Context: an optimization exercise on an open-source flow, tuned for small area, a short achievable clock period and few clock cycles per item. The choices shown serve that exercise and are no tape-out recipe.
At most, simulation tests tie the RTL to the original design; equivalence was not proved.

==> run Z: inputs <==
## qr_rs_decoder
module qr_rs_decoder (
  input  wire         clk,
  input  wire         rst,
  input  wire         cmd_valid,
  output wire         cmd_ready,
  input  wire [7:0]   cmd_n,
  input  wire [4:0]   cmd_k,
  input  wire         in_valid,
  output wire         in_ready,
  input  wire [7:0]   in_data,
  output reg          res_valid,
  output reg  [1:0]   res_err,
  output reg  [2:0]   res_sub,
  output reg  [3:0]   res_nerr,
  output wire [119:0] res_eloc,
  output wire [119:0] res_emag
);
  localparam KMAX = 30;
  function [7:0] gf_mul(input [7:0] a, input [7:0] b);
    integer i;
    reg [7:0] p, x;
    begin
      p = 8'h00;
      x = a;
      for (i = 0; i < 8; i = i + 1) begin
        if (b[i]) p = p ^ x;
        x = {x[6:0], 1'b0} ^ (x[7] ? 8'h1D : 8'h00);
      end
      gf_mul = p;
    end
  endfunction
  function [7:0] alpha_pow(input integer e);
    integer i;
    reg [7:0] x;
    begin
      x = 8'h01;
      for (i = 0; i < e; i = i + 1)
        x = {x[6:0], 1'b0} ^ (x[7] ? 8'h1D : 8'h00);
      alpha_pow = x;
    end
  endfunction
  function [3:0] g16_mul(input [3:0] a, input [3:0] b);
    integer m;
    reg [3:0] x;
    begin
      g16_mul = 4'h0;
      x = a;
      for (m = 0; m < 4; m = m + 1) begin
        if (b[m]) g16_mul = g16_mul ^ x;
        x = {x[2:0], 1'b0} ^ (x[3] ? 4'h3 : 4'h0);
      end
    end
  endfunction
  function [3:0] g16_inv(input [3:0] a);
    begin
      case (a)
        4'h0: g16_inv = 4'h0;
        4'h1: g16_inv = 4'h1;
        4'h2: g16_inv = 4'h9;
        4'h3: g16_inv = 4'hE;
        4'h4: g16_inv = 4'hD;
        4'h5: g16_inv = 4'hB;
        4'h6: g16_inv = 4'h7;
        4'h7: g16_inv = 4'h6;
        4'h8: g16_inv = 4'hF;
        4'h9: g16_inv = 4'h2;
        4'hA: g16_inv = 4'hC;
        4'hB: g16_inv = 4'h5;
        4'hC: g16_inv = 4'hA;
        4'hD: g16_inv = 4'h4;
        4'hE: g16_inv = 4'h3;
        4'hF: g16_inv = 4'h8;
        default: g16_inv = 4'h0;
      endcase
    end
  endfunction
  ...
clock: 12.0 ns
lec_check: 0
cap_margin: 50
core_margin: 2
core_utilization: 45
cts_cluster_diameter: 80
cts_cluster_size: 20
place_density: 0.65
slew_margin: 70
standard.sh (not shown) runs the stock make flow with config.mk's settings and CLKGATE_MAP_FILE= SYNTH_SCRIPT=/design/flow/synth_recipe.tcl, a recipe that flattens the netlist after the stock synthesis.
==> flow/flow/run.sh <==
#!/bin/bash
# The standard layout (standard.sh: the ORFS flow, synthesis unchanged), with
#  - port buffers of buf_4 rather than the resizer's weakest buffer, and
#  - timing repair (after CTS and after global routing) aiming for 8.5 ns of
#    setup slack, i.e. a 3.5 ns register-to-register delay.
# Each tool writes its full log under orfs/logs; the make output goes to standard.log.
set -euo pipefail
export BUFFER_PORTS_ARGS="-buffer_cell sky130_fd_sc_hd__buf_4"
export SETUP_SLACK_MARGIN=8.5
bash standard.sh > standard.log 2>&1
==> inputs of run R, as changes to run Z <==
--- a/flow/design.v
+++ b/flow/design.v
@@ -156,22 +156,21 @@
   reg        ph2;        
   reg        ph2m, ph2r;  
   reg [7:0]  n2;
   reg [4:0]  k2;
   reg [2:0]  kind2;
-  localparam [1:0] C_IDLE = 2'd0, C_RUN = 2'd1, C_FL1 = 2'd2, C_FL2 = 2'd3;
+  localparam [1:0] C_IDLE = 2'd0, C_RUN = 2'd1, C_FL1 = 2'd2;
   reg [1:0] cs;
   reg [7:0] sg [0:15];
   reg [7:0] om [1:15];
   reg [7:0] pos;
   reg [3:0] degs;
   reg [4:0] rcnt;
   reg       den0;
   reg       emit;        
-  reg       a3v;
-  reg [3:0] a3idx;
-  reg [7:0] a3so, a3wo;
+  reg       a3v, a3root;
+  reg [7:0] a3so, a3wo, a3pos;
   reg       b3v;
   reg [3:0] b3idx;
   reg [11:0] b3inv;
   reg [63:0] b3woe;
   reg [7:0] eloc [0:14];
@@ -181,14 +180,15 @@
     for (g = 0; g < 15; g = g + 1) begin : g_out
       assign res_eloc[8*g +: 8] = eloc[g];
       assign res_emag[8*g +: 8] = emag[g];
     end
   endgenerate
-  wire s3_ready  = (cs == C_IDLE) || (cs == C_FL2 && kind2 == K_CHIEN);
+  wire s3_ready  = (cs == C_IDLE && (kind2 == K_CHIEN || !emit)) || (cs == C_FL1 && kind2 == K_CHIEN);
   wire s3_take   = (es == E_END) & s3_ready;
-  wire s2_take   = (es == E_IDLE) & s1_full;
-  wire s2_idle_n = ((es == E_IDLE) & !s1_full) | s3_take;
+  wire s2_free   = (es == E_IDLE) | s3_take;
+  wire s2_take   = s2_free & s1_full;
+  wire s2_idle_n = s2_free & !s1_full;
   wire a_param_go  = av & aparam & !s1_full & !dv;
   wire a_byte_done = in_acc & alast;
   wire a_free      = !av | a_byte_done | a_param_go;
   wire a_take      = a_free & pv;
   wire av_n        = a_take | (av & !a_free);
@@ -286,11 +286,11 @@
       pm[j] = gf_mulx(sce, !ph2m ? Q[j] : (j < 7) ? Q[24+j] : (j < 23) ? V[j-7] : 8'h00);
   end
   wire [7:0] sc_next  = rpq ^ gf_mulx(sce, qpq);
   wire [7:0] rpq_next = rb ^ gf_mulx(sce, qb);
   wire ta_go = hi && (looped || anynz);
-  wire ld = c_idle;
+  wire ld = c_idle | s3_take;
   always @(posedge clk) begin
     ph2  <= (es == E_DIV) & !ph2;
     ph2m <= (es == E_DIV) & !ph2m;
     ph2r <= (es == E_DIV) & !ph2r;
   end
@@ -306,11 +306,11 @@
         E_T0:   es <= E_T1;
         E_T1:   es <= E_TA;
         E_TA:   es <= E_TB;
         E_TB:   es <= c_swap ? E_DIV : c_norm ? E_T0 : E_END;
         E_DIV:  if (d == 5'd0 && ph2) es <= E_TA;
-        E_END:  if (s3_take) es <= E_IDLE;
+        E_END:  if (s3_take) es <= !s1_full ? E_IDLE : s1_param ? E_END : E_T0;
         default: es <= E_IDLE;
       endcase
       c_idle <= s2_idle_n;
       c_swap <= (es == E_TA) && ta_go && (sct != 8'h00);
       c_norm <= (es == E_TA) && ta_go && (sct == 8'h00);
@@ -404,12 +404,13 @@
       ssum = ssum ^ sg[j];
       if (j % 2 == 0) sodd = sodd ^ sg[j];
     end
     for (j = 1; j < 16; j = j + 1) wsum = wsum ^ om[j];
   end
-  wire       c3_go   = (cs == C_RUN) && ssum == 8'h00 && rcnt != {1'b0, degs};
-  wire [4:0] rcnt_n  = rcnt + {4'd0, c3_go};
+  wire       b3_go  = a3v && a3root && rcnt != {1'b0, degs};
+  wire [4:0] rcnt_f = rcnt + {4'd0, b3_go};
+  wire       den_f  = den0 | (b3_go && a3so == 8'h00);
   wire       s3_load = s3_take && kind2 == K_CHIEN;
   always @(posedge clk) begin
     if (rst) begin
       cs        <= C_IDLE;
       res_valid <= 1'b0;
@@ -417,27 +418,27 @@
       a3v       <= 1'b0;
       b3v       <= 1'b0;
     end else begin
       res_valid <= (s3_take && kind2 != K_CHIEN) || emit;
       emit      <= (cs == C_FL1);
-      a3v       <= c3_go;
-      b3v       <= a3v;
+      a3v       <= (cs == C_RUN);
+      b3v       <= b3_go;
       case (cs)
         C_IDLE: if (s3_load) cs <= C_RUN;
-        C_RUN:  if (pos == 8'd0 || rcnt_n == {1'b0, degs}) cs <= C_FL1;
-        C_FL1:  cs <= C_FL2;
-        C_FL2:  cs <= s3_load ? C_RUN : C_IDLE;
+        C_RUN:  if (pos == 8'd0 || rcnt == {1'b0, degs}) cs <= C_FL1;
+        C_FL1:  cs <= s3_load ? C_RUN : C_IDLE;
+        default: cs <= C_IDLE;
       endcase
     end
   end
   always @(posedge clk) begin
     if (s3_take) begin
       for (j = 0; j < 16; j = j + 1) sg[j] <= U[15-j];
       for (j = 1; j < 16; j = j + 1) om[j] <= R[15-j];
       pos  <= n2 - 8'd1;
       degs <= k2[3:0] - p[3:0] - 4'd1;
-    end else begin
+    end else if (cs == C_RUN) begin
       for (j = 0; j < 16; j = j + 1) sg[j] <= gf_mul(sg[j], alpha_pow(j));
       for (j = 1; j < 16; j = j + 1) om[j] <= gf_mul(om[j], alpha_pow(j));
       pos <= pos - 8'd1;
     end
     if (s3_take && kind2 != K_CHIEN) begin
@@ -447,34 +448,35 @@
         K_SUB3:  begin res_err <= 2'd2; res_sub <= 3'd3; end
         K_SUB5:  begin res_err <= 2'd2; res_sub <= 3'd5; end
         default: begin res_err <= 2'd0; res_sub <= 3'd0; end
       endcase
     end else if (cs == C_FL1) begin
-      res_nerr <= rcnt[3:0];
-      if (rcnt != {1'b0, degs}) begin
+      res_nerr <= rcnt_f[3:0];
+      if (rcnt_f != {1'b0, degs}) begin
         res_err <= 2'd2;
         res_sub <= 3'd4;
-      end else if (den0) begin
+      end else if (den_f) begin
         res_err <= 2'd2;
         res_sub <= 3'd6;
       end else begin
         res_err <= 2'd0;
         res_sub <= 3'd0;
       end
     end
+    a3root <= (ssum == 8'h00);
+    a3so   <= sodd;
+    a3wo   <= wsum;
+    a3pos  <= pos;
     if (s3_load) begin
       rcnt <= 5'd0;
       den0 <= 1'b0;
-    end else if (c3_go) begin
-      rcnt <= rcnt_n;
-      if (sodd == 8'h00) den0 <= 1'b1;
-    end
-    if (c3_go) eloc[rcnt[3:0]] <= pos;
-    a3idx <= rcnt[3:0];
-    a3so  <= sodd;
-    a3wo  <= wsum;
-    b3idx <= a3idx;
+    end else begin
+      rcnt <= rcnt_f;
+      den0 <= den_f;
+    end
+    if (b3_go) eloc[rcnt[3:0]] <= a3pos;
+    b3idx <= rcnt[3:0];
     b3inv <= gf_inv_a(a3so);
     b3woe <= gf_expand(a3wo);
     if (b3v) emag[b3idx] <= gf_mulx(b3woe, gf_inv_b(b3inv));
   end
 endmodule
==> flow/flow/run.sh (replaced) <==
#!/bin/bash
# The standard layout (standard.sh: the ORFS flow, synthesis unchanged), with
#  - port buffers of buf_4 rather than the resizer's weakest buffer, and
#  - timing repair (after CTS and after global routing) aiming for 8.3 ns of
#    setup slack, i.e. a 3.7 ns register-to-register delay.
# Each tool writes its full log under orfs/logs; the make output goes to standard.log.
set -euo pipefail
export BUFFER_PORTS_ARGS="-buffer_cell sky130_fd_sc_hd__buf_4"
export SETUP_SLACK_MARGIN=8.3
bash standard.sh > standard.log 2>&1
- CORE_UTILIZATION: 45 -> 40
- CTS_CLUSTER_DIAMETER: 80 -> unset
- CTS_CLUSTER_SIZE: 20 -> unset
- PLACE_DENSITY: 0.65 -> 0.6
==> inputs of run H, as changes to run Z <==
--- a/flow/design.v
+++ b/flow/design.v
@@ -146,10 +146,11 @@
   reg [7:0]  V [0:15];
   reg [4:0]  p;          
   reg [30:0] ph;         
   reg [4:0]  d, z;
   reg [63:0] sce;        
+  reg [7:0]  scn;        
   reg        first, looped;
   reg        c_idle, c_swap, c_norm, c_scale, c_shift;
   reg [11:0] lih;        
   reg [7:0]  linv;       
   reg [7:0]  rpq, qpq, sct;
@@ -284,10 +285,13 @@
   always @* begin
     for (j = 0; j < 24; j = j + 1)
       pm[j] = gf_mulx(sce, !ph2m ? Q[j] : (j < 7) ? Q[24+j] : (j < 23) ? V[j-7] : 8'h00);
   end
   wire [7:0] sc_next  = rpq ^ gf_mulx(sce, qpq);
+  wire [7:0] sc_sel   = (es == E_TB && c_swap)            ? linv :
+                        (es == E_DIV && !ph2)             ? scn  :
+                        (es == E_DIV && ph2 && d != 5'd0) ? sct  : 8'h00;
   wire [7:0] rpq_next = rb ^ gf_mulx(sce, qb);
   wire ta_go = hi && (looped || anynz);
   wire ld = c_idle;
   always @(posedge clk) begin
     ph2  <= (es == E_DIV) & !ph2;
@@ -344,19 +348,20 @@
       for (j = 0; j < 16; j = j + 1)
         V[j] <= (j == 15) ? 8'h00 : first ? pm[j+8] : V[j+1];
     end
     lih  <= gf_inv_a(sct);
     linv <= gf_inv_b(lih);
+    scn <= sc_sel;
+    sce <= gf_expand(sc_sel);
     if (ld) begin
       n2     <= s1_n;
       k2     <= s1_k;
       kind2  <= K_PARAM;
       p      <= s1_k - 5'd1;
       for (j = 0; j <= KMAX; j = j + 1) ph[j] <= (j + 1 == s1_k);
       z      <= 5'd0;
       looped <= 1'b0;
-      sce    <= 64'd0;
       qpq    <= 8'h00;
     end
     case (es)
       E_T0: begin
         sct <= ra;
@@ -366,11 +371,10 @@
         kind2 <= (!looped && !anynz) ? K_SYNZ : !looped ? K_SUB5 : (U[0] == 8'h00) ? K_SUB3 : K_CHIEN;
       end
       E_TB: begin
         if (c_norm) z <= z + 5'd1;
         if (c_swap) begin
-          sce    <= gf_expand(linv);
           rpq    <= qpq;      
           qpq    <= rpq;      
           d      <= z + 5'd1;
           z      <= 5'd0;
           first  <= 1'b1;
@@ -382,11 +386,10 @@
           sct <= sc_next;
           rpq <= rpq_next;
           if (first) qpq <= gf_mulx(sce, qpq);
         end else begin
           first <= 1'b0;
-          sce   <= (d != 5'd0) ? gf_expand(sct) : 64'd0;
           d     <= d - 5'd1;
           if (d != 5'd0) begin
             p  <= p - 5'd1;
             ph <= ph >> 1;
           end
@@ -421,11 +424,12 @@
       emit      <= (cs == C_FL1);
       a3v       <= c3_go;
       b3v       <= a3v;
       case (cs)
         C_IDLE: if (s3_load) cs <= C_RUN;
-        C_RUN:  if (pos == 8'd0 || rcnt_n == {1'b0, degs}) cs <= C_FL1;
+        C_RUN:  if (pos == 8'd0 || rcnt_n == {1'b0, degs} ||
+                    (pos < 8'd16 && {1'b0, rcnt} + {2'b00, pos[3:0]} + 6'd1 < {2'b00, degs})) cs <= C_FL1;
         C_FL1:  cs <= C_FL2;
         C_FL2:  cs <= s3_load ? C_RUN : C_IDLE;
       endcase
     end
   end
==> flow/flow/run.sh (replaced) <==
#!/bin/bash
# The standard layout (standard.sh: the ORFS flow, synthesis unchanged), with
#  - port buffers of buf_4 rather than the resizer's weakest buffer, and
#  - timing repair (after CTS and after global routing) aiming for 8.8 ns of
#    setup slack, i.e. a 3.2 ns register-to-register delay.
# Each tool writes its full log under orfs/logs; the make output goes to standard.log.
set -euo pipefail
export BUFFER_PORTS_ARGS="-buffer_cell sky130_fd_sc_hd__buf_4"
export SETUP_SLACK_MARGIN=8.8
bash standard.sh > standard.log 2>&1
- CAP_MARGIN: 50 -> 20
- SLEW_MARGIN: 70 -> 20
==> results.json <==
{
  "status": "finished clean",
  "clockBufferDepth": 3,
  "slowest_stage": "edfxtp_1",
  "vdd_drop_max_mv": 3.08,
  "wl_met2_mm": 253
}
(the above is from run Z)
==> results.json <==
{
  "slowest_stage": "dfxtp_2",
  "status": "finished clean",
  "vdd_drop_max_mv": 2.62,
  "clockBufferDepth": 3,
  "drt_iter0_markers": 18200,
  "dieHeight_um": 517,
  "route.detailed.drc": 0,
  "antenna_cells": 59
}
(the above is from run H)
==> results.json <==
{
  "status": "finished clean",
  "clockBufferDepth": 4,
  "pg_clk_uw": 6990,
  "slowest_stage": "edfxtp_1",
  "wl_met2_mm": 265,
  "synthTopCellsByCount": "nand2_1, xnor2_1, xor2_1",
  "worstReg2RegEnd": "rpq[6]$_DFFE_PP_",
  "vdd_drop_max_mv": 1.89
}
(the above is from run R)
Testbench counts of run Z, summed over its fixed seeds: cycles 23,168, blocks 240.
Testbench counts of run H, summed over its fixed seeds: cycles 23,072, blocks 240.
For run R, only the layout was checked, not whether the RTL still works.

==> static timing again, ports no longer ideal <==
In the flow no input, the clock included, has a driving cell. The finished layouts below were timed again as built, in two steps. Step 1 sets driving cells, clkbuf_16 on the clock port and buf_2 on the other inputs (assumed; they add their load-dependent delay and slew). Step 2, shift: input delay + t, output delay - t, t = (earliest + latest rising clock arrival at the registers) / 2. This alone moves slack from input paths to output paths. Three values: ideal ports, drivers, drivers and shift; two values: the first two.
run	shift t [ns]	slack for setup (ns)	worst hold slack (ns)	worst setup path after step 2	worst data-port slew with drivers (ns)
run Z	0.963	8.137 / 8.027 / 8.240	0.338 / 0.338 / 0.338	input to register	0.05
run R	1.075	8.024 / 7.928 / 8.196	0.336 / 0.336 / 0.336	input to register	0.11
run H	0.955	8.132 / 8.041 / 8.037	0.346 / 0.346 / 0.346	input to register	0.11
After both steps setup and hold are still met in every run listed. The setup slack of run H, which loses most, moves by -0.091 ns with the drivers and by -0.095 ns with both steps.
